This is an optimization exercise on Yosys and OpenROAD, whose aim is small area and few clock cycles, not a production implementation. Function was checked by simulation only, so behaviour that the tests miss may differ from the original. Power figures rest on the tool's default switching activity, not on a simulated workload.

Design spf_rx, start of the top module:
module spf_rx #(
    parameter [31:0] WINDOW_LEN = 32'd3_000_000,    
    parameter [31:0] COOLDOWN   = 32'd300_000_000   
) (
    input             clk,
    input             rst,
    input             in_valid,
    input      [7:0]  in_data,
    output            in_ready,
    output            idle,
    output reg        frame_valid,
    output     [5:0]  frame_len,
    output            reading_valid,
    output reg        sh_valid,
    output reg [1:0]  sh_status,
    output reg [15:0] sh_move_dist,
    output reg [7:0]  sh_move_energy,
    output reg [15:0] sh_static_dist,
    output reg [7:0]  sh_static_energy,
    output reg [15:0] sh_det_dist,
    input             tick,
    input      [31:0] now,
    output reg        pf_dyn,
    output reg        pf_stat,
    output            pf_robust
);
Size in the first run: about 2,000 cells after synthesis, ~720 flip-flops, ~120 I/O pins, roughly 28,000 µm² of cells after synthesis.
==> flow/config.mk <==
export PLATFORM = sky130hd
export DESIGN_NAME = spf_rx
export DESIGN_NICKNAME = spf_rx
export VERILOG_FILES = /design/flow/design.v
export SDC_FILE = /design/flow/constraint.sdc
export NUM_CORES = 4
export LEC_CHECK = 0
export ABC_AREA = 1
export CAP_MARGIN = 20
export CORE_MARGIN = 2
export CORE_UTILIZATION = 30
export CTS_CLUSTER_DIAMETER = 80
export CTS_CLUSTER_SIZE = 20
export SLEW_MARGIN = 20
==> flow/constraint.sdc <==
create_clock -name core_clock -period 12.0 [get_ports {clk}]
set_input_delay 2.4000 -clock core_clock [delete_from_list [all_inputs] [get_ports {clk}]]
set_output_delay 2.4000 -clock core_clock [all_outputs]
set_load 0.01 [all_outputs]
run.sh (not shown) runs the stock make flow with config.mk's settings and CLKGATE_MAP_FILE= SYNTH_SCRIPT=/design/flow/synth_recipe.tcl, a recipe that flattens the netlist after the stock synthesis.
Testbench counts at the start, summed over its fixed seeds: cycles 72,728.
Rerun with:
==> flow/flow/run.sh (new file) <==
#!/bin/bash
set -euo pipefail
export BUFFER_PORTS_ARGS="-buffer_cell sky130_fd_sc_hd__buf_1"
export CTS_ARGS="-sink_clustering_enable -repair_clock_nets -sink_clustering_size 20 -sink_clustering_max_diameter 80 -dont_use_dummy_load"
bash standard.sh > standard.log 2>&1
==> flow/standard.sh (new file) <==
#!/bin/bash
# synth_recipe.tcl (not shown) runs the flow's synth.tcl, then flattens the netlist and writes it again
# the make line also repeats each setting of config.mk as NAME=value (left out here)
make -C /OpenROAD-flow-scripts/flow DESIGN_CONFIG=/design/flow/config.mk WORK_HOME=/design/flow/orfs CLKGATE_MAP_FILE= SYNTH_SCRIPT=/design/flow/synth_recipe.tcl "${@:-finish}"
CORE_UTILIZATION = 50   (was 30)
CTS_CLUSTER_DIAMETER = unset   (was 80)
CTS_CLUSTER_SIZE = unset   (was 20)
removed: flow/run.sh
Effect:
- The changed run finished with timing, DRC and antenna clean
- sequential share of layout area increases by 3.4 points
- total power decreases by 3.7%
- via count decreases by 1.0%
- setup slack is better by 0.50 ns
- worst hold slack is better by 0.0089 ns
- routed wire length decreases by 4.5%


run A:
Another version of the RTL of spf_rx (not shown whole).
Size: roughly 2000 cells after synthesis, about 710 flip-flops, ~120 I/O pins.
export LEC_CHECK = 0
export ABC_AREA = 1
export CAP_MARGIN = 20
export CORE_MARGIN = 2
export CORE_UTILIZATION = 50
export SLEW_MARGIN = 20
create_clock -name core_clock -period 12.0 [get_ports {clk}]
standard.sh (not shown) runs the stock make flow with config.mk's settings and CLKGATE_MAP_FILE= SYNTH_SCRIPT=/design/flow/synth_recipe.tcl, a recipe that flattens the netlist after the stock synthesis.
==> flow/flow/run.sh <==
#!/bin/bash
set -euo pipefail
export BUFFER_PORTS_ARGS="-buffer_cell sky130_fd_sc_hd__buf_1"
export CTS_ARGS="-sink_clustering_enable -repair_clock_nets -sink_clustering_size 25 -sink_clustering_max_diameter 80 -dont_use_dummy_load"
bash standard.sh > standard.log 2>&1
Testbench counts of run A, summed over its fixed seeds: cycles 72,588.
Setup changes, run A to run B
==> flow/flow/run.sh <==
#!/bin/bash
set -euo pipefail
export BUFFER_PORTS_ARGS="-buffer_cell sky130_fd_sc_hd__buf_1"
export CTS_ARGS="-sink_clustering_enable -repair_clock_nets -sink_clustering_size 15 -sink_clustering_max_diameter 60 -dont_use_dummy_load -buf_list sky130_fd_sc_hd__clkbuf_8"
bash standard.sh > standard.log 2>&1
Findings:
- In the tables for run B and run A, filler cell count reads higher with run B.
- Run B ended up with a higher relative contribution of combinational cells to total power than run A did.
- Max setup slack across run B and run A: run B
Inputs modified between run B and run C:
==> flow/flow/run.sh <==
#!/bin/bash
set -euo pipefail
export BUFFER_PORTS_ARGS="-buffer_cell sky130_fd_sc_hd__buf_1"
export CTS_ARGS="-sink_clustering_enable -repair_clock_nets -sink_clustering_size 20 -sink_clustering_max_diameter 80 -dont_use_dummy_load"
bash standard.sh > standard.log 2>&1
--- outcome ---
- Fraction of area in non-clock buffers: run C vs run B — no meaningful difference
- Power dissipated in the clock network: lower on run B
- The total power of run C was inferior to that of run B.

[port drivers added, routing unchanged]
Ports are ideal in the flow. The routed layouts listed here were re-timed in OpenROAD. Step 1, drivers: a clkbuf_16 drives clk and a buf_2 each remaining input, both assumed. Step 2 adds t to the input delays and takes it off the output delays; t is the mean of the earliest and latest rising clock arrival at the registers after step 1. Input paths then give back, and output paths get back, about the clock's delay inside the block. Three values: no drivers, after step 1, after step 2; two values: the first two.
| run | t (ns) | setup slack, ns | worst data-port slew with drivers (ns) |
|---|---|---|---|
| the first run of note 1 | 0.660 | 4.458 / 4.494 / 3.834 | 0.08 |
| the second run of note 1 | 0.631 | 4.953 / 4.961 / 4.364 | 0.10 |
| run A | 0.621 | 4.995 / 5.033 / 4.413 | 0.07 |
| run B | 0.729 | 5.054 / 5.093 / 4.364 | 0.06 |
| run C | 0.637 | 4.962 / 5.004 / 4.367 | 0.06 |
After both steps setup and hold are still met in every run listed. The setup slack of run B, which loses most, moves by +0.039 ns with the drivers and by -0.690 ns with both steps.
